This is an optimization exercise on Yosys and OpenROAD, whose aim is a short achievable clock period and few clock cycles, not a production implementation. Only simulation tests tie the RTL to the original design; equivalence was not proved. Power is estimated from default activity; no workload was simulated.

**flow/constraint.sdc**
```tcl
create_clock -name core_clock -period 12.0 [get_ports {clk}]
set_input_delay 2.4000 -clock core_clock [delete_from_list [all_inputs] [get_ports {clk}]]
set_output_delay 2.4000 -clock core_clock [all_outputs]
set_load 0.01 [all_outputs]
```
**flow/standard.sh**
```bash
#!/bin/bash
# synth_recipe.tcl (not shown) runs the flow's synth.tcl, then flattens the netlist and writes it again
# the make line also repeats each setting of config.mk as NAME=value (left out here)
make -C /OpenROAD-flow-scripts/flow DESIGN_CONFIG=/design/flow/config.mk WORK_HOME=/design/flow/orfs CLKGATE_MAP_FILE= SYNTH_SCRIPT=/design/flow/synth_recipe.tcl "${@:-finish}"
```
**flow/flow/run.sh**
```bash
#!/bin/bash
set -e
MARGIN=6.5
{
  echo "export SETUP_SLACK_MARGIN = $MARGIN"
  echo "export TNS_END_PERCENT = 100"
} >> config.mk
bash standard.sh > standard.log 2>&1
```
**flow/design.v**
```verilog
module image_thresholder (
    input  wire        clk,
    input  wire        rst,           
    input  wire        cmd_valid,
    output wire        cmd_ready,
    input  wire [31:0] cmd_data,
    input  wire [7:0]  rd_idx,
    output reg  [31:0] rd_data,
    output wire        out_valid,
    input  wire        out_ready,
    output wire [7:0]  out_data,
    output wire        out_last
);
    localparam BUF_BYTES = 256;
    localparam NAME_MAX  = 16;
    localparam [2:0] S_IDLE  = 3'd0;
    localparam [2:0] S_LOAD  = 3'd1;
    localparam [2:0] S_EMIT  = 3'd2;
    localparam [2:0] S_DONE  = 3'd3;
    localparam [2:0] S_ERROR = 3'd4;
    localparam [3:0] ERR_DIM      = 4'd1;
    localparam [3:0] ERR_CAPACITY = 4'd2;
    localparam [3:0] ERR_OVERRUN  = 4'd3;
    localparam [3:0] ERR_UNDERRUN = 4'd4;
    localparam [3:0] ERR_SEQUENCE = 4'd5;
    localparam [3:0] ERR_OPCODE   = 4'd6;
    localparam [3:0] ERR_RESERVED = 4'd7;
    localparam [3:0] ERR_NAME     = 4'd8;
    localparam [7:0] OP_NOP    = 8'h00;
    localparam [7:0] OP_SETW   = 8'h01;
    localparam [7:0] OP_SETH   = 8'h02;
    localparam [7:0] OP_SETF   = 8'h03;
    localparam [7:0] OP_NCLR   = 8'h04;
    localparam [7:0] OP_NBYTE  = 8'h05;
    localparam [7:0] OP_START  = 8'h08;
    localparam [7:0] OP_PIXEL  = 8'h09;
    localparam [7:0] OP_THRESH = 8'h0A;
    localparam [7:0] OP_FINISH = 8'h0B;
    localparam [7:0] OP_ABORT  = 8'h0F;
    localparam [2:0] P_MARK = 3'd0;
    localparam [2:0] P_NAME = 3'd1;
    localparam [2:0] P_C1   = 3'd2;
    localparam [2:0] P_BL   = 3'd3;
    localparam [2:0] P_C2   = 3'd4;
    localparam [2:0] P_RS   = 3'd5;
    localparam [2:0] P_C3   = 3'd6;
    localparam [2:0] P_PAY  = 3'd7;
    reg [2:0]  state;
    reg [3:0]  err;
    reg [23:0] width;
    reg [23:0] height;
    reg        flag_inv;
    reg        flag_lb;
    reg [4:0]  name_len;         
    reg [8:0]  row_stride;       
    reg [8:0]  byte_length;      
    reg [10:0] cur_x;            
    reg [8:0]  cur_y;            
    reg [8:0]  thresh_result;
    reg [9:0]  out_count;        
    reg [7:0]  buffer [0:BUF_BYTES-1];
    reg [7:0]  name   [0:NAME_MAX-1];
    wire [7:0]  op    = cmd_data[31:24];
    wire [23:0] imm   = cmd_data[23:0];
    reg op_known;
    reg op_resv_bits;
    always @(*) begin
        op_known     = 1'b1;
        op_resv_bits = 1'b0;
        case (op)
            OP_NOP, OP_NCLR, OP_START, OP_FINISH, OP_ABORT: op_resv_bits = (imm != 24'd0);
            OP_SETF:                                        op_resv_bits = (imm[23:2] != 22'd0);
            OP_NBYTE:                                       op_resv_bits = (imm[23:8] != 16'd0);
            OP_SETW, OP_SETH, OP_PIXEL, OP_THRESH:          op_resv_bits = 1'b0;
            default:                                        op_known = 1'b0;
        endcase
    end
    wire st_cfg   = (state == S_IDLE) || (state == S_DONE) || (state == S_ERROR);
    wire st_load  = (state == S_LOAD);
    wire st_error = (state == S_ERROR);
    reg op_legal;
    always @(*) begin
        case (op)
            OP_NOP, OP_THRESH, OP_ABORT:                            op_legal = 1'b1;
            OP_SETW, OP_SETH, OP_SETF, OP_NCLR, OP_NBYTE, OP_START: op_legal = st_cfg;
            OP_PIXEL, OP_FINISH:                                    op_legal = st_load;
            default:                                                op_legal = 1'b0;
        endcase
    end
    reg        start_pend;       
    reg [1:0]  thr_busy;         
    reg [1:0]  dims_age;         
    assign cmd_ready = (state != S_EMIT) && !start_pend && (thr_busy == 2'd0);
    wire   cmd_fire  = cmd_valid && cmd_ready;
    wire   cmd_ok    = cmd_fire && op_known && !op_resv_bits && op_legal;
    wire [21:0] w_rs_full = width[23:3] + {20'd0, (width[2:0] != 3'd0)};
    reg  [8:0]  da_rs;
    reg  [8:0]  da_h;
    reg         da_big;
    reg         da_zero;
    always @(posedge clk) begin
        da_rs   <= w_rs_full[8:0];
        da_h    <= height[8:0];
        da_big  <= (w_rs_full > 22'd256) || (height > 24'd256);
        da_zero <= (width == 24'd0) || (height == 24'd0);
    end
    wire [17:0] da_bl = da_h * da_rs;
    reg  [8:0]  db_rs;
    reg  [8:0]  db_bl;
    reg         db_fits;
    reg         db_zero;
    always @(posedge clk) begin
        db_rs   <= da_rs;
        db_bl   <= da_bl[8:0];
        db_fits <= !da_big && (da_bl <= 18'd256);
        db_zero <= da_zero;
    end
    wire dims_ok = (dims_age == 2'd2);
    reg  x_last;
    reg  y_full;
    wire w_is1     = (width == 24'd1);
    wire x_next_ls = ({13'd0, cur_x} + 24'd2 == width);
    wire y_next_fl = ({15'd0, cur_y} + 24'd1 == height);
    reg        p1_v;
    reg [23:0] p1_rgb;
    reg [2:0]  p1_pos;
    reg        p1_flush;
    reg [7:0]  pack;
    reg [7:0]  wq;               
    reg        p2_we;
    reg [7:0]  p2_addr;
    reg [7:0]  gd [0:15];        
    wire [9:0] p1_sum   = {2'b00, p1_rgb[23:16]} + {2'b00, p1_rgb[15:8]} + {2'b00, p1_rgb[7:0]};
    wire       p1_bit   = (p1_sum >= 10'd381) ^ flag_inv;
    wire [7:0] p1_merge = pack | ({7'd0, p1_bit} << (3'd7 - p1_pos));
    reg [23:0] thr_rgb;
    reg [9:0]  thr_sum;
    wire [9:0] thr_gray = thr_sum / 10'd3;
    reg        out_v;
    reg [7:0]  out_r;
    reg        out_l;
    assign out_valid = out_v;
    assign out_data  = out_r;
    assign out_last  = out_l;
    wire   out_fire  = out_v && out_ready;
    reg [2:0]  g_phase;
    reg [4:0]  g_idx;
    reg [7:0]  g_addr;
    reg        g_nib;
    reg        g_lf;
    reg [8:0]  g_col;
    reg [7:0]  g_pb;             
    reg [7:0]  rptr;
    reg [7:0]  s1 [0:15];        
    wire [7:0] rq = s1[rptr[7:4]];
    integer gi;
    always @(posedge clk)
        for (gi = 0; gi < 16; gi = gi + 1)
            s1[gi] <= buffer[{gi[3:0], rptr[3:0]}];
    reg [1:0]  bl_h, rs_h;
    reg [6:0]  bl_r, rs_r;
    reg [3:0]  bl_t, bl_o, rs_t, rs_o;
    reg [1:0]  bl_nd, rs_nd;
    always @(posedge clk) begin
        bl_h  <= (byte_length >= 9'd200) ? 2'd2 : (byte_length >= 9'd100) ? 2'd1 : 2'd0;
        bl_r  <= (byte_length >= 9'd200) ? byte_length - 9'd200 :
                 (byte_length >= 9'd100) ? byte_length - 9'd100 : byte_length;
        rs_h  <= (row_stride >= 9'd200) ? 2'd2 : (row_stride >= 9'd100) ? 2'd1 : 2'd0;
        rs_r  <= (row_stride >= 9'd200) ? row_stride - 9'd200 :
                 (row_stride >= 9'd100) ? row_stride - 9'd100 : row_stride;
        bl_t  <= bl_r / 7'd10;
        bl_o  <= bl_r % 7'd10;
        rs_t  <= rs_r / 7'd10;
        rs_o  <= rs_r % 7'd10;
        bl_nd <= (bl_h != 2'd0) ? 2'd3 : (bl_r >= 7'd10) ? 2'd2 : 2'd1;
        rs_nd <= (rs_h != 2'd0) ? 2'd3 : (rs_r >= 7'd10) ? 2'd2 : 2'd1;
    end
    reg [1:0] bl_h2, rs_h2;
    always @(posedge clk) begin
        bl_h2 <= bl_h;
        rs_h2 <= rs_h;
    end
    wire [3:0] g_nibv = g_nib ? g_pb[3:0] : g_pb[7:4];
    wire [7:0] g_hex  = (g_nibv < 4'd10) ? (8'h30 + {4'd0, g_nibv}) : (8'h37 + {4'd0, g_nibv});
    wire [3:0] bl_dig = (g_idx[1:0] == 2'd0) ? {2'd0, bl_h2} : (g_idx[1:0] == 2'd1) ? bl_t : bl_o;
    wire [3:0] rs_dig = (g_idx[1:0] == 2'd0) ? {2'd0, rs_h2} : (g_idx[1:0] == 2'd1) ? rs_t : rs_o;
    reg [7:0] g_byte;
    always @(*) begin
        case (g_phase)
            P_MARK:           g_byte = (g_idx[1:0] == 2'd1) ? 8'h44 : 8'h47;
            P_NAME:           g_byte = name[g_idx[3:0]];
            P_C1, P_C2, P_C3: g_byte = 8'h2C;
            P_BL:             g_byte = {4'h3, bl_dig};
            P_RS:             g_byte = {4'h3, rs_dig};
            default:          g_byte = g_lf ? 8'h0A : g_hex;
        endcase
    end
    wire g_last = (g_phase == P_PAY) && !g_lf && g_nib && ({1'b0, g_addr} == byte_length - 9'd1);
    wire [31:0] rd_q;
    wire [7:0] v0 = {err, 1'b0, state};
    wire [23:0] v1 = width;
    wire [23:0] v2 = height;
    wire [1:0] v3 = {flag_lb, flag_inv};
    wire [4:0] v4 = name_len;
    wire [8:0] v5 = row_stride;
    wire [8:0] v6 = byte_length;
    wire [10:0] v7 = cur_x;
    wire [8:0] v8 = cur_y;
    wire [8:0] v9 = thresh_result;
    wire [9:0] v10 = out_count;
    wire [13:0] rd_sel0;
    wire rd_ha0, rd_hb0;
    image_thresholder_rddec u_rddec0 (.idx(rd_idx[3:0]), .sel(rd_sel0));
    image_thresholder_nor2 u_rdha0 (.a(rd_idx[7]), .b(rd_idx[6]), .y(rd_ha0));
    image_thresholder_nor2 u_rdhb0 (.a(rd_idx[5]), .b(rd_idx[4]), .y(rd_hb0));
    wire [13:0] rd_sel1;
    wire rd_ha1, rd_hb1;
    image_thresholder_rddec u_rddec1 (.idx(rd_idx[3:0]), .sel(rd_sel1));
    image_thresholder_nor2 u_rdha1 (.a(rd_idx[7]), .b(rd_idx[6]), .y(rd_ha1));
    image_thresholder_nor2 u_rdhb1 (.a(rd_idx[5]), .b(rd_idx[4]), .y(rd_hb1));
    wire [13:0] rd_sel2;
    wire rd_ha2, rd_hb2;
    image_thresholder_rddec u_rddec2 (.idx(rd_idx[3:0]), .sel(rd_sel2));
    image_thresholder_nor2 u_rdha2 (.a(rd_idx[7]), .b(rd_idx[6]), .y(rd_ha2));
    image_thresholder_nor2 u_rdhb2 (.a(rd_idx[5]), .b(rd_idx[4]), .y(rd_hb2));
    wire [13:0] rd_sel3;
    wire rd_ha3, rd_hb3;
    image_thresholder_rddec u_rddec3 (.idx(rd_idx[3:0]), .sel(rd_sel3));
    image_thresholder_nor2 u_rdha3 (.a(rd_idx[7]), .b(rd_idx[6]), .y(rd_ha3));
    image_thresholder_nor2 u_rdhb3 (.a(rd_idx[5]), .b(rd_idx[4]), .y(rd_hb3));
    wire rd_x0_0;
    image_thresholder_aoi22 u_rd_x0_0 (.a1(rd_sel0[0]), .b1(v0[0]), .a2(rd_sel0[1]), .b2(v1[0]), .y(rd_x0_0));
    wire rd_x0_1;
    image_thresholder_aoi22 u_rd_x0_1 (.a1(rd_sel0[2]), .b1(v2[0]), .a2(rd_sel0[3]), .b2(v3[0]), .y(rd_x0_1));
    wire rd_x0_2;
    image_thresholder_aoi22 u_rd_x0_2 (.a1(rd_sel0[4]), .b1(v4[0]), .a2(rd_sel0[5]), .b2(v5[0]), .y(rd_x0_2));
    wire rd_x0_3;
    image_thresholder_aoi22 u_rd_x0_3 (.a1(rd_sel0[6]), .b1(v6[0]), .a2(rd_sel0[7]), .b2(v7[0]), .y(rd_x0_3));
    wire rd_x0_4;
    image_thresholder_aoi22 u_rd_x0_4 (.a1(rd_sel0[8]), .b1(v8[0]), .a2(rd_sel0[9]), .b2(v9[0]), .y(rd_x0_4));
    wire rd_x0_5;
    image_thresholder_aoi22 u_rd_x0_5 (.a1(rd_sel0[10]), .b1(v10[0]), .a2(1'b0), .b2(1'b0), .y(rd_x0_5));
    wire rd_y0_0;
    image_thresholder_nand3 u_rd_y0_0 (.a(rd_x0_0), .b(rd_x0_1), .c(rd_x0_2), .y(rd_y0_0));
    wire rd_y0_1;
    image_thresholder_nand3 u_rd_y0_1 (.a(rd_x0_3), .b(rd_x0_4), .c(rd_x0_5), .y(rd_y0_1));
    image_thresholder_o211a u_rd_q0 (.a1(rd_y0_0), .a2(rd_y0_1), .b(rd_ha0), .c(rd_hb0), .y(rd_q[0]));
    wire rd_x1_0;
    image_thresholder_aoi22 u_rd_x1_0 (.a1(rd_sel0[0]), .b1(v0[1]), .a2(rd_sel0[1]), .b2(v1[1]), .y(rd_x1_0));
    wire rd_x1_1;
    image_thresholder_aoi22 u_rd_x1_1 (.a1(rd_sel0[2]), .b1(v2[1]), .a2(rd_sel0[3]), .b2(v3[1]), .y(rd_x1_1));
    wire rd_x1_2;
    image_thresholder_aoi22 u_rd_x1_2 (.a1(rd_sel0[4]), .b1(v4[1]), .a2(rd_sel0[5]), .b2(v5[1]), .y(rd_x1_2));
    wire rd_x1_3;
    image_thresholder_aoi22 u_rd_x1_3 (.a1(rd_sel0[6]), .b1(v6[1]), .a2(rd_sel0[7]), .b2(v7[1]), .y(rd_x1_3));
    wire rd_x1_4;
    image_thresholder_aoi22 u_rd_x1_4 (.a1(rd_sel0[8]), .b1(v8[1]), .a2(rd_sel0[9]), .b2(v9[1]), .y(rd_x1_4));
    wire rd_x1_5;
    image_thresholder_aoi22 u_rd_x1_5 (.a1(rd_sel0[10]), .b1(v10[1]), .a2(1'b0), .b2(1'b0), .y(rd_x1_5));
    wire rd_y1_0;
    image_thresholder_nand3 u_rd_y1_0 (.a(rd_x1_0), .b(rd_x1_1), .c(rd_x1_2), .y(rd_y1_0));
    wire rd_y1_1;
    image_thresholder_nand3 u_rd_y1_1 (.a(rd_x1_3), .b(rd_x1_4), .c(rd_x1_5), .y(rd_y1_1));
    image_thresholder_o211a u_rd_q1 (.a1(rd_y1_0), .a2(rd_y1_1), .b(rd_ha0), .c(rd_hb0), .y(rd_q[1]));
    wire rd_x2_0;
    image_thresholder_aoi22 u_rd_x2_0 (.a1(rd_sel0[0]), .b1(v0[2]), .a2(rd_sel0[1]), .b2(v1[2]), .y(rd_x2_0));
    wire rd_x2_1;
    image_thresholder_aoi22 u_rd_x2_1 (.a1(rd_sel0[2]), .b1(v2[2]), .a2(rd_sel0[4]), .b2(v4[2]), .y(rd_x2_1));
    wire rd_x2_2;
    image_thresholder_aoi22 u_rd_x2_2 (.a1(rd_sel0[5]), .b1(v5[2]), .a2(rd_sel0[6]), .b2(v6[2]), .y(rd_x2_2));
    wire rd_x2_3;
    image_thresholder_aoi22 u_rd_x2_3 (.a1(rd_sel0[7]), .b1(v7[2]), .a2(rd_sel0[8]), .b2(v8[2]), .y(rd_x2_3));
    wire rd_x2_4;
    image_thresholder_aoi22 u_rd_x2_4 (.a1(rd_sel0[9]), .b1(v9[2]), .a2(rd_sel0[10]), .b2(v10[2]), .y(rd_x2_4));
    wire rd_y2_0;
    image_thresholder_nand3 u_rd_y2_0 (.a(rd_x2_0), .b(rd_x2_1), .c(rd_x2_2), .y(rd_y2_0));
    wire rd_y2_1;
    image_thresholder_nand3 u_rd_y2_1 (.a(rd_x2_3), .b(rd_x2_4), .c(1'b1), .y(rd_y2_1));
    image_thresholder_o211a u_rd_q2 (.a1(rd_y2_0), .a2(rd_y2_1), .b(rd_ha0), .c(rd_hb0), .y(rd_q[2]));
    wire rd_x3_0;
    image_thresholder_aoi22 u_rd_x3_0 (.a1(rd_sel0[1]), .b1(v1[3]), .a2(rd_sel0[2]), .b2(v2[3]), .y(rd_x3_0));
    wire rd_x3_1;
    image_thresholder_aoi22 u_rd_x3_1 (.a1(rd_sel0[4]), .b1(v4[3]), .a2(rd_sel0[5]), .b2(v5[3]), .y(rd_x3_1));
    wire rd_x3_2;
    image_thresholder_aoi22 u_rd_x3_2 (.a1(rd_sel0[6]), .b1(v6[3]), .a2(rd_sel0[7]), .b2(v7[3]), .y(rd_x3_2));
    wire rd_x3_3;
    image_thresholder_aoi22 u_rd_x3_3 (.a1(rd_sel0[8]), .b1(v8[3]), .a2(rd_sel0[9]), .b2(v9[3]), .y(rd_x3_3));
    wire rd_x3_4;
    image_thresholder_aoi22 u_rd_x3_4 (.a1(rd_sel0[10]), .b1(v10[3]), .a2(1'b0), .b2(1'b0), .y(rd_x3_4));
    wire rd_y3_0;
    image_thresholder_nand3 u_rd_y3_0 (.a(rd_x3_0), .b(rd_x3_1), .c(rd_x3_2), .y(rd_y3_0));
    wire rd_y3_1;
    image_thresholder_nand3 u_rd_y3_1 (.a(rd_x3_3), .b(rd_x3_4), .c(1'b1), .y(rd_y3_1));
    image_thresholder_o211a u_rd_q3 (.a1(rd_y3_0), .a2(rd_y3_1), .b(rd_ha0), .c(rd_hb0), .y(rd_q[3]));
    wire rd_x4_0;
    image_thresholder_aoi22 u_rd_x4_0 (.a1(rd_sel0[0]), .b1(v0[4]), .a2(rd_sel0[1]), .b2(v1[4]), .y(rd_x4_0));
    wire rd_x4_1;
    image_thresholder_aoi22 u_rd_x4_1 (.a1(rd_sel0[2]), .b1(v2[4]), .a2(rd_sel0[4]), .b2(v4[4]), .y(rd_x4_1));
    wire rd_x4_2;
    image_thresholder_aoi22 u_rd_x4_2 (.a1(rd_sel0[5]), .b1(v5[4]), .a2(rd_sel0[6]), .b2(v6[4]), .y(rd_x4_2));
    wire rd_x4_3;
    image_thresholder_aoi22 u_rd_x4_3 (.a1(rd_sel0[7]), .b1(v7[4]), .a2(rd_sel0[8]), .b2(v8[4]), .y(rd_x4_3));
    wire rd_x4_4;
    image_thresholder_aoi22 u_rd_x4_4 (.a1(rd_sel0[9]), .b1(v9[4]), .a2(rd_sel0[10]), .b2(v10[4]), .y(rd_x4_4));
    wire rd_x4_5;
    image_thresholder_aoi22 u_rd_x4_5 (.a1(rd_sel0[13]), .b1(1'b1), .a2(1'b0), .b2(1'b0), .y(rd_x4_5));
    wire rd_y4_0;
    image_thresholder_nand3 u_rd_y4_0 (.a(rd_x4_0), .b(rd_x4_1), .c(rd_x4_2), .y(rd_y4_0));
    wire rd_y4_1;
    image_thresholder_nand3 u_rd_y4_1 (.a(rd_x4_3), .b(rd_x4_4), .c(rd_x4_5), .y(rd_y4_1));
    image_thresholder_o211a u_rd_q4 (.a1(rd_y4_0), .a2(rd_y4_1), .b(rd_ha0), .c(rd_hb0), .y(rd_q[4]));
    wire rd_x5_0;
    image_thresholder_aoi22 u_rd_x5_0 (.a1(rd_sel0[0]), .b1(v0[5]), .a2(rd_sel0[1]), .b2(v1[5]), .y(rd_x5_0));
    wire rd_x5_1;
    image_thresholder_aoi22 u_rd_x5_1 (.a1(rd_sel0[2]), .b1(v2[5]), .a2(rd_sel0[5]), .b2(v5[5]), .y(rd_x5_1));
    wire rd_x5_2;
    image_thresholder_aoi22 u_rd_x5_2 (.a1(rd_sel0[6]), .b1(v6[5]), .a2(rd_sel0[7]), .b2(v7[5]), .y(rd_x5_2));
    wire rd_x5_3;
    image_thresholder_aoi22 u_rd_x5_3 (.a1(rd_sel0[8]), .b1(v8[5]), .a2(rd_sel0[9]), .b2(v9[5]), .y(rd_x5_3));
    wire rd_x5_4;
    image_thresholder_aoi22 u_rd_x5_4 (.a1(rd_sel0[10]), .b1(v10[5]), .a2(1'b0), .b2(1'b0), .y(rd_x5_4));
    wire rd_y5_0;
    image_thresholder_nand3 u_rd_y5_0 (.a(rd_x5_0), .b(rd_x5_1), .c(rd_x5_2), .y(rd_y5_0));
    wire rd_y5_1;
    image_thresholder_nand3 u_rd_y5_1 (.a(rd_x5_3), .b(rd_x5_4), .c(1'b1), .y(rd_y5_1));
    image_thresholder_o211a u_rd_q5 (.a1(rd_y5_0), .a2(rd_y5_1), .b(rd_ha0), .c(rd_hb0), .y(rd_q[5]));
    wire rd_x6_0;
    image_thresholder_aoi22 u_rd_x6_0 (.a1(rd_sel1[0]), .b1(v0[6]), .a2(rd_sel1[1]), .b2(v1[6]), .y(rd_x6_0));
    wire rd_x6_1;
    image_thresholder_aoi22 u_rd_x6_1 (.a1(rd_sel1[2]), .b1(v2[6]), .a2(rd_sel1[5]), .b2(v5[6]), .y(rd_x6_1));
    wire rd_x6_2;
    image_thresholder_aoi22 u_rd_x6_2 (.a1(rd_sel1[6]), .b1(v6[6]), .a2(rd_sel1[7]), .b2(v7[6]), .y(rd_x6_2));
    wire rd_x6_3;
    image_thresholder_aoi22 u_rd_x6_3 (.a1(rd_sel1[8]), .b1(v8[6]), .a2(rd_sel1[9]), .b2(v9[6]), .y(rd_x6_3));
    wire rd_x6_4;
    image_thresholder_aoi22 u_rd_x6_4 (.a1(rd_sel1[10]), .b1(v10[6]), .a2(1'b0), .b2(1'b0), .y(rd_x6_4));
    wire rd_y6_0;
    image_thresholder_nand3 u_rd_y6_0 (.a(rd_x6_0), .b(rd_x6_1), .c(rd_x6_2), .y(rd_y6_0));
    wire rd_y6_1;
    image_thresholder_nand3 u_rd_y6_1 (.a(rd_x6_3), .b(rd_x6_4), .c(1'b1), .y(rd_y6_1));
    image_thresholder_o211a u_rd_q6 (.a1(rd_y6_0), .a2(rd_y6_1), .b(rd_ha1), .c(rd_hb1), .y(rd_q[6]));
    wire rd_x7_0;
    image_thresholder_aoi22 u_rd_x7_0 (.a1(rd_sel1[0]), .b1(v0[7]), .a2(rd_sel1[1]), .b2(v1[7]), .y(rd_x7_0));
    wire rd_x7_1;
    image_thresholder_aoi22 u_rd_x7_1 (.a1(rd_sel1[2]), .b1(v2[7]), .a2(rd_sel1[5]), .b2(v5[7]), .y(rd_x7_1));
    wire rd_x7_2;
    image_thresholder_aoi22 u_rd_x7_2 (.a1(rd_sel1[6]), .b1(v6[7]), .a2(rd_sel1[7]), .b2(v7[7]), .y(rd_x7_2));
    wire rd_x7_3;
    image_thresholder_aoi22 u_rd_x7_3 (.a1(rd_sel1[8]), .b1(v8[7]), .a2(rd_sel1[9]), .b2(v9[7]), .y(rd_x7_3));
    wire rd_x7_4;
    image_thresholder_aoi22 u_rd_x7_4 (.a1(rd_sel1[10]), .b1(v10[7]), .a2(1'b0), .b2(1'b0), .y(rd_x7_4));
    wire rd_y7_0;
    image_thresholder_nand3 u_rd_y7_0 (.a(rd_x7_0), .b(rd_x7_1), .c(rd_x7_2), .y(rd_y7_0));
    wire rd_y7_1;
    image_thresholder_nand3 u_rd_y7_1 (.a(rd_x7_3), .b(rd_x7_4), .c(1'b1), .y(rd_y7_1));
    image_thresholder_o211a u_rd_q7 (.a1(rd_y7_0), .a2(rd_y7_1), .b(rd_ha1), .c(rd_hb1), .y(rd_q[7]));
    wire rd_x8_0;
    image_thresholder_aoi22 u_rd_x8_0 (.a1(rd_sel1[1]), .b1(v1[8]), .a2(rd_sel1[2]), .b2(v2[8]), .y(rd_x8_0));
    wire rd_x8_1;
    image_thresholder_aoi22 u_rd_x8_1 (.a1(rd_sel1[5]), .b1(v5[8]), .a2(rd_sel1[6]), .b2(v6[8]), .y(rd_x8_1));
    wire rd_x8_2;
    image_thresholder_aoi22 u_rd_x8_2 (.a1(rd_sel1[7]), .b1(v7[8]), .a2(rd_sel1[8]), .b2(v8[8]), .y(rd_x8_2));
    wire rd_x8_3;
    image_thresholder_aoi22 u_rd_x8_3 (.a1(rd_sel1[9]), .b1(v9[8]), .a2(rd_sel1[10]), .b2(v10[8]), .y(rd_x8_3));
    wire rd_x8_4;
    image_thresholder_aoi22 u_rd_x8_4 (.a1(rd_sel1[12]), .b1(1'b1), .a2(1'b0), .b2(1'b0), .y(rd_x8_4));
    wire rd_y8_0;
    image_thresholder_nand3 u_rd_y8_0 (.a(rd_x8_0), .b(rd_x8_1), .c(rd_x8_2), .y(rd_y8_0));
    wire rd_y8_1;
    image_thresholder_nand3 u_rd_y8_1 (.a(rd_x8_3), .b(rd_x8_4), .c(1'b1), .y(rd_y8_1));
    image_thresholder_o211a u_rd_q8 (.a1(rd_y8_0), .a2(rd_y8_1), .b(rd_ha1), .c(rd_hb1), .y(rd_q[8]));
    wire rd_x9_0;
    image_thresholder_aoi22 u_rd_x9_0 (.a1(rd_sel1[1]), .b1(v1[9]), .a2(rd_sel1[2]), .b2(v2[9]), .y(rd_x9_0));
    wire rd_x9_1;
    image_thresholder_aoi22 u_rd_x9_1 (.a1(rd_sel1[7]), .b1(v7[9]), .a2(rd_sel1[10]), .b2(v10[9]), .y(rd_x9_1));
    wire rd_y9_0;
    image_thresholder_nand3 u_rd_y9_0 (.a(rd_x9_0), .b(rd_x9_1), .c(1'b1), .y(rd_y9_0));
    image_thresholder_o211a u_rd_q9 (.a1(rd_y9_0), .a2(1'b0), .b(rd_ha1), .c(rd_hb1), .y(rd_q[9]));
    wire rd_x10_0;
    image_thresholder_aoi22 u_rd_x10_0 (.a1(rd_sel1[1]), .b1(v1[10]), .a2(rd_sel1[2]), .b2(v2[10]), .y(rd_x10_0));
    wire rd_x10_1;
    image_thresholder_aoi22 u_rd_x10_1 (.a1(rd_sel1[7]), .b1(v7[10]), .a2(1'b0), .b2(1'b0), .y(rd_x10_1));
    wire rd_y10_0;
    image_thresholder_nand3 u_rd_y10_0 (.a(rd_x10_0), .b(rd_x10_1), .c(1'b1), .y(rd_y10_0));
    image_thresholder_o211a u_rd_q10 (.a1(rd_y10_0), .a2(1'b0), .b(rd_ha1), .c(rd_hb1), .y(rd_q[10]));
    wire rd_x11_0;
    image_thresholder_aoi22 u_rd_x11_0 (.a1(rd_sel1[1]), .b1(v1[11]), .a2(rd_sel1[2]), .b2(v2[11]), .y(rd_x11_0));
    image_thresholder_and3b u_rd_q11 (.an(rd_x11_0), .b(rd_ha1), .c(rd_hb1), .y(rd_q[11]));
    wire rd_x12_0;
    image_thresholder_aoi22 u_rd_x12_0 (.a1(rd_sel2[1]), .b1(v1[12]), .a2(rd_sel2[2]), .b2(v2[12]), .y(rd_x12_0));
    image_thresholder_and3b u_rd_q12 (.an(rd_x12_0), .b(rd_ha2), .c(rd_hb2), .y(rd_q[12]));
    wire rd_x13_0;
    image_thresholder_aoi22 u_rd_x13_0 (.a1(rd_sel2[1]), .b1(v1[13]), .a2(rd_sel2[2]), .b2(v2[13]), .y(rd_x13_0));
    image_thresholder_and3b u_rd_q13 (.an(rd_x13_0), .b(rd_ha2), .c(rd_hb2), .y(rd_q[13]));
    wire rd_x14_0;
    image_thresholder_aoi22 u_rd_x14_0 (.a1(rd_sel2[1]), .b1(v1[14]), .a2(rd_sel2[2]), .b2(v2[14]), .y(rd_x14_0));
    image_thresholder_and3b u_rd_q14 (.an(rd_x14_0), .b(rd_ha2), .c(rd_hb2), .y(rd_q[14]));
    wire rd_x15_0;
    image_thresholder_aoi22 u_rd_x15_0 (.a1(rd_sel2[1]), .b1(v1[15]), .a2(rd_sel2[2]), .b2(v2[15]), .y(rd_x15_0));
    image_thresholder_and3b u_rd_q15 (.an(rd_x15_0), .b(rd_ha2), .c(rd_hb2), .y(rd_q[15]));
    wire rd_x16_0;
    image_thresholder_aoi22 u_rd_x16_0 (.a1(rd_sel2[1]), .b1(v1[16]), .a2(rd_sel2[2]), .b2(v2[16]), .y(rd_x16_0));
    image_thresholder_and3b u_rd_q16 (.an(rd_x16_0), .b(rd_ha2), .c(rd_hb2), .y(rd_q[16]));
    wire rd_x17_0;
    image_thresholder_aoi22 u_rd_x17_0 (.a1(rd_sel2[1]), .b1(v1[17]), .a2(rd_sel2[2]), .b2(v2[17]), .y(rd_x17_0));
    image_thresholder_and3b u_rd_q17 (.an(rd_x17_0), .b(rd_ha2), .c(rd_hb2), .y(rd_q[17]));
    wire rd_x18_0;
    image_thresholder_aoi22 u_rd_x18_0 (.a1(rd_sel3[1]), .b1(v1[18]), .a2(rd_sel3[2]), .b2(v2[18]), .y(rd_x18_0));
    image_thresholder_and3b u_rd_q18 (.an(rd_x18_0), .b(rd_ha3), .c(rd_hb3), .y(rd_q[18]));
    wire rd_x19_0;
    image_thresholder_aoi22 u_rd_x19_0 (.a1(rd_sel3[1]), .b1(v1[19]), .a2(rd_sel3[2]), .b2(v2[19]), .y(rd_x19_0));
    image_thresholder_and3b u_rd_q19 (.an(rd_x19_0), .b(rd_ha3), .c(rd_hb3), .y(rd_q[19]));
    wire rd_x20_0;
    image_thresholder_aoi22 u_rd_x20_0 (.a1(rd_sel3[1]), .b1(v1[20]), .a2(rd_sel3[2]), .b2(v2[20]), .y(rd_x20_0));
    image_thresholder_and3b u_rd_q20 (.an(rd_x20_0), .b(rd_ha3), .c(rd_hb3), .y(rd_q[20]));
    wire rd_x21_0;
    image_thresholder_aoi22 u_rd_x21_0 (.a1(rd_sel3[1]), .b1(v1[21]), .a2(rd_sel3[2]), .b2(v2[21]), .y(rd_x21_0));
    image_thresholder_and3b u_rd_q21 (.an(rd_x21_0), .b(rd_ha3), .c(rd_hb3), .y(rd_q[21]));
    wire rd_x22_0;
    image_thresholder_aoi22 u_rd_x22_0 (.a1(rd_sel3[1]), .b1(v1[22]), .a2(rd_sel3[2]), .b2(v2[22]), .y(rd_x22_0));
    image_thresholder_and3b u_rd_q22 (.an(rd_x22_0), .b(rd_ha3), .c(rd_hb3), .y(rd_q[22]));
    wire rd_x23_0;
    image_thresholder_aoi22 u_rd_x23_0 (.a1(rd_sel3[1]), .b1(v1[23]), .a2(rd_sel3[2]), .b2(v2[23]), .y(rd_x23_0));
    image_thresholder_and3b u_rd_q23 (.an(rd_x23_0), .b(rd_ha3), .c(rd_hb3), .y(rd_q[23]));
    assign rd_q[31:24] = 8'd0;
    always @(*) rd_data = rd_q;
    wire start_go = (start_pend || (cmd_ok && op == OP_START)) && dims_ok;
    always @(posedge clk) begin
        if (rst) begin
            state         <= S_IDLE;
            err           <= 4'd0;
            width         <= 24'd0;
            height        <= 24'd0;
            flag_inv      <= 1'b0;
            flag_lb       <= 1'b0;
            name_len      <= 5'd0;
            row_stride    <= 9'd0;
            byte_length   <= 9'd0;
            cur_x         <= 11'd0;
            cur_y         <= 9'd0;
            thresh_result <= 9'd0;
            out_count     <= 10'd0;
            start_pend    <= 1'b0;
            thr_busy      <= 2'd0;
            dims_age      <= 2'd0;
            p1_v          <= 1'b0;
            p2_we         <= 1'b0;
            out_v         <= 1'b0;
            out_l         <= 1'b0;
        end else begin
            if (dims_age != 2'd2)
                dims_age <= dims_age + 2'd1;
            if (thr_busy == 2'd1) begin
                thr_sum  <= {2'b00, thr_rgb[23:16]} + {2'b00, thr_rgb[15:8]} + {2'b00, thr_rgb[7:0]};
                thr_busy <= 2'd2;
            end else if (thr_busy == 2'd2) begin
                thresh_result <= {(thr_sum >= 10'd381), thr_gray[7:0]};
                thr_busy      <= 2'd0;
            end
            p1_v  <= 1'b0;
            p2_we <= 1'b0;
            if (p1_v) begin
                if (p1_flush) begin
                    pack    <= 8'h00;
                    p2_we   <= 1'b1;
                    p2_addr <= wq;
                    wq      <= wq + 8'd1;
                end else begin
                    pack    <= p1_merge;
                end
            end
            if (out_fire) begin
                out_count <= out_count + 10'd1;
                if (out_l) begin
                    out_v <= 1'b0;
                    out_l <= 1'b0;
                    state <= S_DONE;
                end else begin
                    out_r <= g_byte;
                    out_l <= g_last;
                    case (g_phase)
                        P_MARK: begin
                            if (g_idx[1:0] == 2'd2) begin
                                g_idx   <= 5'd0;
                                g_phase <= (name_len == 5'd0) ? P_C1 : P_NAME;
                            end else begin
                                g_idx <= g_idx + 5'd1;
                            end
                        end
                        P_NAME: begin
                            if (g_idx == name_len - 5'd1) begin
                                g_idx   <= 5'd0;
                                g_phase <= P_C1;
                            end else begin
                                g_idx <= g_idx + 5'd1;
                            end
                        end
                        P_C1: begin
                            g_phase <= P_BL;
                            g_idx   <= {3'd0, 2'd3 - bl_nd};
                        end
                        P_BL: begin
                            if (g_idx[1:0] == 2'd2) g_phase <= P_C2;
                            g_idx <= g_idx + 5'd1;
                        end
                        P_C2: begin
                            g_phase <= P_RS;
                            g_idx   <= {3'd0, 2'd3 - rs_nd};
                        end
                        P_RS: begin
                            if (g_idx[1:0] == 2'd2) g_phase <= P_C3;
                            g_idx <= g_idx + 5'd1;
                        end
                        P_C3: begin
                            g_phase <= P_PAY;
                            g_addr  <= 8'd0;
                            g_nib   <= 1'b0;
                            g_col   <= 9'd0;
                            g_lf    <= flag_lb;
                            g_pb    <= rq;
                            rptr    <= 8'd1;
                        end
                        default: begin
                            if (g_lf) begin
                                g_lf <= 1'b0;
                            end else if (!g_nib) begin
                                g_nib <= 1'b1;
                            end else begin
                                g_nib  <= 1'b0;
                                g_addr <= g_addr + 8'd1;
                                g_pb   <= rq;
                                rptr   <= rptr + 8'd1;
                                if (g_col == row_stride - 9'd1) begin
                                    g_col <= 9'd0;
                                    g_lf  <= flag_lb;
                                end else begin
                                    g_col <= g_col + 9'd1;
                                end
                            end
                        end
                    endcase
                end
            end
            if (cmd_fire) begin
                if (!op_known) begin
                    if (!st_error) begin state <= S_ERROR; err <= ERR_OPCODE; end
                end else if (op_resv_bits) begin
                    if (!st_error) begin state <= S_ERROR; err <= ERR_RESERVED; end
                end else if (!op_legal) begin
                    if (!st_error) begin state <= S_ERROR; err <= ERR_SEQUENCE; end
                end else begin
                    case (op)
                        OP_SETW: begin
                            width    <= imm;
                            dims_age <= 2'd0;
                        end
                        OP_SETH: begin
                            height   <= imm;
                            dims_age <= 2'd0;
                        end
                        OP_SETF: begin
                            flag_inv <= imm[0];
                            flag_lb  <= imm[1];
                        end
                        OP_NCLR: name_len <= 5'd0;
                        OP_NBYTE: begin
                            if (name_len[4]) begin
                                if (!st_error) begin state <= S_ERROR; err <= ERR_NAME; end
                            end else begin
                                name_len <= name_len + 5'd1;
                            end
                        end
                        OP_START: begin
                            if (!dims_ok)
                                start_pend <= 1'b1;
                        end
                        OP_PIXEL: begin
                            if (y_full) begin
                                state <= S_ERROR;
                                err   <= ERR_OVERRUN;
                            end else begin
                                p1_v     <= 1'b1;
                                if (x_last) begin
                                    cur_x  <= 11'd0;
                                    cur_y  <= cur_y + 9'd1;
                                    x_last <= w_is1;
                                    y_full <= y_next_fl;
                                end else begin
                                    cur_x  <= cur_x + 11'd1;
                                    x_last <= x_next_ls;
                                end
                            end
                        end
                        OP_THRESH: thr_busy <= 2'd1;
                        OP_FINISH: begin
                            if (!y_full) begin
                                state <= S_ERROR;
                                err   <= ERR_UNDERRUN;
                            end else begin
                                state     <= S_EMIT;
                                out_count <= 10'd0;
                                out_v     <= 1'b1;
                                out_r     <= 8'h7E;
                                out_l     <= 1'b0;
                                g_phase   <= P_MARK;
                                g_idx     <= 5'd1;
                                rptr      <= 8'd0;
                            end
                        end
                        OP_ABORT: begin
                            state <= S_IDLE;
                            err   <= 4'd0;
                        end
                        default: ;
                    endcase
                end
            end
            if (start_go) begin
                start_pend <= 1'b0;
                if (db_zero) begin
                    state <= S_ERROR;
                    err   <= ERR_DIM;
                end else if (!db_fits) begin
                    state <= S_ERROR;
                    err   <= ERR_CAPACITY;
                end else begin
                    state       <= S_LOAD;
                    err         <= 4'd0;
                    row_stride  <= db_rs;
                    byte_length <= db_bl;
                    cur_x       <= 11'd0;
                    cur_y       <= 9'd0;
                    x_last      <= w_is1;
                    y_full      <= 1'b0;
                    out_count   <= 10'd0;
                    pack        <= 8'h00;
                    p1_v        <= 1'b0;
                    p2_we       <= 1'b0;
                    wq          <= 8'd0;
                end
            end
        end
    end
    always @(posedge clk) begin
        if (!rst && p1_v && p1_flush)
            gd[wq[7:4]] <= p1_merge;
    end
    always @(posedge clk) begin
        if (!rst && p2_we)
            buffer[p2_addr] <= gd[p2_addr[7:4]];
    end
    always @(posedge clk) begin
        if (!name_len[4])
            name[name_len[3:0]] <= imm[7:0];
    end
    always @(posedge clk) begin
        p1_rgb   <= imm;
        p1_pos   <= cur_x[2:0];
        p1_flush <= (cur_x[2:0] == 3'd7) || x_last;
        if (thr_busy == 2'd0)
            thr_rgb <= imm;
    end
endmodule
module image_thresholder_rddec (
    input  wire [3:0]  idx,
    output wire [13:0] sel
);
    genvar k;
    generate
        for (k = 0; k < 14; k = k + 1) begin : g_sel
            assign sel[k] = (idx == k);
        end
    endgenerate
endmodule
module image_thresholder_nor2 (
    input  wire a, b,
    output wire y
);
    assign y = ~(a | b);
endmodule
module image_thresholder_aoi22 (
    input  wire a1, b1, a2, b2,
    output wire y
);
    assign y = ~((a1 & b1) | (a2 & b2));
endmodule
module image_thresholder_nand3 (
    input  wire a, b, c,
    output wire y
);
    assign y = ~(a & b & c);
endmodule
module image_thresholder_o211a (
    input  wire a1, a2, b, c,
    output wire y
);
    assign y = (a1 | a2) & b & c;
endmodule
module image_thresholder_and3b (
    input  wire an, b, c,
    output wire y
);
    assign y = ~an & b & c;
endmodule
```
**flow/config.mk**
```make
export PLATFORM = sky130hd
export DESIGN_NAME = image_thresholder
export DESIGN_NICKNAME = image_thresholder
export VERILOG_FILES = /design/flow/design.v
export SDC_FILE = /design/flow/constraint.sdc
export NUM_CORES = 4
export LEC_CHECK = 0
export ABC_CLOCK_PERIOD_IN_PS = 100
export CAP_MARGIN = 20
export CORE_MARGIN = 2
export CORE_UTILIZATION = 40
export SLEW_MARGIN = 20
export SYNTH_HIERARCHICAL = 1
export SETUP_SLACK_MARGIN = 6.5
export TNS_END_PERCENT = 100
```
==> out/results.txt, run 1 <==
status: complete, no violations
grt ovf: 0
Final Skew: 0.0848 ns
initial antenna violation count: 8
die area: 289000 µm²
Tmin final: 6.15 ns
CP max FO: 7
final worst setup slack: 5.85 ns
clock latency (worst-skew pair): 0.88 ns
Slew HR: 9.45%
fin crit share: 51.3%
setup tns final: 0 ns
port bufs: 78
Worst R2R Start: da_rs[2]
total track usage: 19.5%
Worst Setup EP: rd_data[7]
fin cells: 10500
H-tree levels: 5
Crit Path Category: primary input to output pin
post-route ant nets: 0
Area Overhead vs Synth: 13.4%
Mean Syn Cell Area: 18.1 µm²
drt pass-1 iters: 6
die width: 537 µm
Vert. Die Dim: 537 µm
RSZ-0062 raised after global routing: yes
Syn Inst Count: 6280
routed wire length: 284000 µm
achievable clock frequency: 0.162 GHz
Post-DP HPWL: 172000 µm
DRC Markers: 0
worst reg2reg path depth: 17
Clock Sinks: 2789
r2r setup slk: 6.76 ns
DRT iter0 DRCs: 6132
Slew Viols, Final: 0
number of top-level pins: 87
Nets: 6699
Worst Setup SP: rd_idx[0]
clock-pin slew on the worst setup and hold paths: 0.06 ns
Worst-Margin Slew: 1.36 ns
PwrDens: 157 nW/µm²
CTS tree: done
vias in the first global route: 59100
Hold WC Path Type: flip-flop to flip-flop
vias per cell: 5.65
worst slack at placement: 4.81 ns
CP arrival: 3.75 ns
first-pass GRT wire length: 414000 µm
pin count of the biggest net entering global routing: 198
GPL Wtd Cong: 0.883
total CTS buffers: 294
Placed Cells incl. Taps: 9884
Post-Syn Area: 114000 µm²
cts hold-fix bufs: 0
Initial Util: 40.3%
share of layout cells above drive strength 1: 22.9%
leakage power: 0.0417 µW
crit path launch type: primary input
crit end category: output pin
capture point of the worst reg-to-reg path: db_fits
Critical Path RT: 9.60 ns
endpoints failing hold: 0
Hold Startpoint: da_zero
Core Footprint: 283000 µm²
WL/cell: 27.2 µm
# setup viols final: 0
CTS max path bufs: 4
Root Buffer: clkbuf_16
Core Util, Final: 45.7%
maximum vdd drop: 0.144 mV
maxcap violations: 0
WHS Path Cells: 0
DR vias: 59100
fill cell count: 23800
Overall Power: 20300 µW
FP Rows: 195
synth warn: 8
## how the worst min path moves through the flow
stage | slack (ns) | to
final | 0.34 | db_zero
after global routing | 0.35 | db_zero
after CTS | 0.34 | db_zero
after detailed placement | 0.32 | db_zero
after global placement | 0.32 | db_zero
after floorplan | 0.31 | db_zero
## sequential cells by signal (all words and copies together) (netlist names), 10 cells and up, named ones only
signal / flops
out_count: 10
p1_rgb: 24
s1: 128
height: 24
thr_rgb: 24
thr_sum: 10
name: 128
gd: 128
buffer: 2048
width: 24
cur_x: 11
## final cells by class
cell class / count / area (µm²) / share of cell area [%]
Clock inverter: 144 / 1300 / 1.00
Inverter: 144 / 541 / 0.419
Tap cell: 3743 / 4680 / 3.63
Antenna cell: 4 / 10.0 / 0.00775
Sequential cell: 2789 / 80000 / 62.0
Multi-Input combinational cell: 3032 / 32100 / 24.8
Timing Repair Buffer: 234 / 2440 / 1.89
Clock buffer: 381 / 8070 / 6.25
## per-layer routing
metal  global-route usage [%]  wire length (µm)  vias to the layer above
met3                     2.92             18900                      444
met1                     27.2            119000                    31200
li1                         -                 -                    25400
met2                     31.8            138000                     2138
met4                     5.72              8230                        0
met5                        0                 0                        -
## placed cells by master, fill, tap and decap left out, drive strengths merged, types with 68 or more instances in the layout
| master | instances |
|---|---|
| inv | 156 |
| ha | 92 |
| xnor2 | 91 |
| mux2i | 84 |
| and2 | 71 |
| a21oi | 153 |
| clkinv | 107 |
| dfxtp | 374 |
| nor2 | 534 |
| fa | 68 |
| o21ai | 102 |
| clkbuf | 381 |
| mux4 | 722 |
| nand3 | 102 |
| edfxtp | 2415 |
| buf | 185 |
| a22oi | 83 |
| nand2 | 259 |
## through the flow
stage          hold WS, ns  area [µm²]
2_1_floorplan        0.310      114000
3_3_place_gp         0.322      119000
3_5_place_dp         0.321      119000
4_1_cts              0.341      129000
5_1_grt              0.346      129000
6_report             0.338      129000
## timing repair
item | 4_1_cts | 5_1_grt
resized for setup | 203 | 24
setup buffers | 44 | 2
gates cloned | 9 | 0
endpoints found under the setup margin | 138 | 41
hold endpoints to repair | 0 | 0
pin swaps | 57 | 25
## worst max-delay path, cell delays in order
cell and delay, ns:
buf_12 0.13, buf_12 0.14, and4b_2 0.29, buf_6 0.13
a22oi_2 0.17, nand3_2 0.13, o211a_1 0.24, buf_6 0.13
## power breakdown
group | leakage, µW | switching, µW | total (µW) | internal, µW
logic | 0.0122 | 442 | 814 | 372
clock network | 0.00461 | 3750 | 8910 | 5150
registers | 0.0249 | 64.8 | 10500 | 10500
Testbench counts, summed over its fixed seeds: cycles 107,009.
==> inputs of run 2 (changes only) <==
--- a/flow/design.v
+++ b/flow/design.v
@@ -665,13 +665,31 @@
     input  wire [3:0]  idx,
     output wire [13:0] sel
 );
+    wire [3:0] p0, p1;
+    image_thresholder_dec2 u_p0 (.i(idx[1:0]), .p(p0));
+    image_thresholder_dec2 u_p1 (.i(idx[3:2]), .p(p1));
     genvar k;
     generate
         for (k = 0; k < 14; k = k + 1) begin : g_sel
-            assign sel[k] = (idx == k);
+            image_thresholder_and2 u_and (.a(p1[k / 4]), .b(p0[k % 4]), .y(sel[k]));
         end
     endgenerate
 endmodule
+module image_thresholder_dec2 (
+    input  wire [1:0] i,
+    output wire [3:0] p
+);
+    assign p[0] = ~i[1] & ~i[0];
+    assign p[1] = ~i[1] &  i[0];
+    assign p[2] =  i[1] & ~i[0];
+    assign p[3] =  i[1] &  i[0];
+endmodule
+module image_thresholder_and2 (
+    input  wire a, b,
+    output wire y
+);
+    assign y = a & b;
+endmodule
 module image_thresholder_nor2 (
     input  wire a, b,
     output wire y
==> run 2 against run 1 <==
Net effect: wire length up 1.4%; clock skew down 0.014 ns; worst hold slack better by 0.0025 ns; via count about the same.
==> out/results.txt, run 2 <==
RSZ-0062 raised after global routing: yes
grt ovf: 0 (unchanged)
maxcap violations: 0 (unchanged)
achievable clock frequency: 0.166 GHz (+2.2%)
Post-Syn Area: 113000 µm² (-0.49%)
Hold Worst Slack: 0.340 ns (+0.00251 ns)
cts hold-fix bufs: 0 (unchanged)
max FFs per register: 2048 (unchanged)
Int Pwr: 16300 µW (+1.7%)
total CTS buffers: 302 (+2.7%)
logic gate share of total power: 3.9% (about the same)
most frequent cells in the layout: edfxtp_1, mux4_2, nor2_1, dfxtp_1, clkbuf_16
Vert. Die Dim: 536 µm (-0.24%)
r2r setup slk: 6.84 ns (+0.08 ns)
maximum vdd drop: 0.120 mV (-16%)
CP delay by family, top: simple AND/OR/NAND/NOR gates
fin cells: 10400 (-0.24%)
total track usage: 19.8% (+0.31 points)
fill cell count: 24000 (+0.77%)
Nets: 6661 (-0.57%)
worst reg2reg path depth: 18 (+1)
Syn Inst Count: 6249 (-0.49%)
cell area after placement: 119000 µm² (-0.16%)
die width: 536 µm (-0.24%)
Most flops, register: buffer
leading cell type in the layout, fill and taps excluded: edfxtp_1
routed wire length: 288000 µm (+1.4%)
Worst R2R Start: da_rs[0]
Post-DP HPWL: 178000 µm (+3.0%)
CP max FO: 6 (-1)
status: complete, no violations
clock latency (worst-skew pair): 0.86 ns (-0.02 ns)
Clk pwr share: 44.9% (+0.9 points)
Slew HR: 25.1% (+16 points)
FP Rows: 195 (unchanged)
share of layout cells above drive strength 1: 22.9% (+0.049 points)
Area Overhead vs Synth: 13.8%
Flop pwr share: 51.3% (-0.7 points)
setup tns final: 0 ns (unchanged)
# setup viols final: 0 (unchanged)
Hold WC Path Type: flip-flop to flip-flop
Critical Path RT: 9.60 ns (about the same)
capture point of the worst reg-to-reg path: db_fits
PwrDens: 160 nW/µm² (+1.7%)
area of the multi-input gates: 31900 µm² (-0.62%)
Hold Startpoint: da_zero
die area: 288000 µm² (-0.48%)
critical-path cell list: buf_12, and2b_2, and2_4, a22oi_2, nand3_1, o211a_1, buf_6
CTS tree: done
vias per cell: 5.66 (+0.26%)
CP arrival: 3.62 ns (-0.13 ns)
max incr delay on CP: 0.26 ns (-0.03 ns)
port bufs: 78 (unchanged)
leakage power: 0.0415 µW (-0.34%)
post-route ant nets: 0 (unchanged)
Final Skew: 0.0709 ns (-0.0140 ns)
Worst-Margin Slew: 1.09 ns (-0.266 ns)
slowest CP cell: o211a_1
Mean Syn Cell Area: 18.1 µm² (about the same)
Tmin final: 6.02 ns (-0.132 ns)
crit end category: output pin
first-pass GRT wire length: 417000 µm (+0.70%)
WL/cell: 27.6 µm (+1.6%)
CTS max path bufs: 4 (unchanged)
Overall Power: 20600 µW (+1.5%)
number of top-level pins: 87 (unchanged)
endpoints failing hold: 0 (unchanged)
Clock Sinks: 2789 (unchanged)
Initial Util: 40.2% (-0.092 points)
DRC Markers: 0 (unchanged)
Reg area: 80000 µm² (about the same)
fin crit share: 50.2% (-1.1 points)
DRT iter0 DRCs: 6075 (-0.93%)
crit path launch type: primary input
H-tree levels: 5 (unchanged)
Critical path buffers and inverters: 2 (-2)
Sw Pwr: 4290 µW (+0.77%)
synth warn: 8 (unchanged)
GPL Wtd Cong: 0.879 (-0.36%)
Crit Path Category: primary input to output pin
drt pass-1 iters: 6 (unchanged)
DR vias: 59200 (+0.017%)
Slew Viols, Final: 0 (unchanged)
Root Buffer: clkbuf_16
Sw Ratio: 20.9% (-0.15 points)
pin count of the biggest net entering global routing: 213 (+7.6%)
WHS Path Cells: 0 (unchanged)
vias in the first global route: 59200 (+0.13%)
initial antenna violation count: 11 (+3)
post-route cell area: 129000 µm² (-0.19%)
Core Footprint: 282000 µm² (-0.26%)
Hold Crit Endpoint: db_zero
Placed Cells incl. Taps: 9879 (-0.051%)
clock-pin slew on the worst setup and hold paths: 0.06 ns (about the same)
## run 2: worst max-delay path by stage
stage	from	endpoint	depth (start not counted)	slack, ns
floorplan	rd_idx[3]	rd_data[3]	5	6.33
global placement	cmd_data[2]	out_count[6]	9	4.60
detailed placement	cmd_data[2]	out_count[9]	9	4.45
CTS	rd_idx[2]	rd_data[1]	7	6.00
global route	rd_idx[3]	rd_data[3]	7	5.96
finish	rd_idx[3]	rd_data[0]	7	5.98
## run 2: power by group through the flow
stage,Combinational [µW],Sequential (µW),Clock [µW]
after floorplan,524,10700,0
after global placement,788,10700,0
after detailed placement,793,10700,0
after CTS,805,10500,9370
after global routing,848,10500,9730
final,799,10500,9220
## run 2: repair_timing
item                       in CTS  in global routing
resized for setup             201                 22
pin swaps                      50                 19
gates cloned                    4                  1
setup buffers                   3                  7
setup endpoints to repair     172                104
## run 2: cell type report
| class | instances | area share [%] |
|---|---|---|
| diodes | 2 | 0.00388 |
| well taps | 3743 | 3.63 |
| repair buffers | 199 | 1.51 |
| flip-flops and latches | 2789 | 62.1 |
| clock inverters | 142 | 1.20 |
| clock buffers | 406 | 6.40 |
| inverters | 147 | 0.428 |
| multi-input cells | 3018 | 24.7 |
## run 2: per-layer routing
layer / track usage [%] / routed length, µm / vias to the layer above
met3: 2.75 / 18200 / 421
met4: 5.45 / 7880 / 2
met1: 27.8 / 122000 / 31300
met5: 0 / 20 / -
met2: 32.3 / 140000 / 2147
li1: - / - / 25200
## run 2: through the flow
| stage | utilization (%) | worst slack (ns) |
|---|---|---|
| after floorplan | - | 6.33 |
| after global placement | 42.0 | 4.60 |
| after detailed placement | 42.1 | 4.45 |
| after CTS | 45.6 | 6.00 |
| after global routing | 45.7 | 5.96 |
| final | 45.7 | 5.98 |
## run 2: worst reg2reg max path, cell delays in order (launching register included)
cell and delay (ns):
dfxtp_2 0.50, nand2_1 0.12, fa_1 0.48, fa_1 0.51
inv_1 0.04, ha_1 0.26, inv_1 0.05, fa_1 0.61
inv_1 0.06, ha_1 0.29, a21o_1 0.17, a21oi_1 0.22
o21bai_1 0.17, a2111oi_2 0.45, nor2_1 0.17, xor2_1 0.18
o221a_2 0.27, a2111oi_2 0.35, buf_4 0.19
Testbench counts of run 2, summed over its fixed seeds: cycles 107,009.

-- afterwards: timing with drivers on the ports --
In the flow no input, the clock included, has a driving cell. The finished layouts below were timed again as built, in two steps.
Step 1 (the two cells are an assumption about what drives the block):
set clk [get_ports {clk}]
set_driving_cell -lib_cell sky130_fd_sc_hd__clkbuf_16 $clk
set_driving_cell -lib_cell sky130_fd_sc_hd__buf_2 [delete_from_list [all_inputs] $clk]
Step 2, shift: input delay + t, output delay - t, t = (earliest + latest rising clock arrival at the registers) / 2. This alone moves slack from input paths to output paths.
a / b / c = ideal / step 1 / step 2; a / b = the first two.
run | t, ns | setup slack, ns | worst hold slack (ns)
run 1 | 0.932 | 5.845 / 5.797 / 5.797 | 0.338 / 0.338 / 0.338
run 2 | 0.923 | 5.977 / 5.840 / 5.732 | 0.340 / 0.340 / 0.340
After both steps every run listed still meets setup and hold. The setup slack of run 2, which loses most, moves by -0.137 ns with the drivers and by -0.245 ns with both steps.
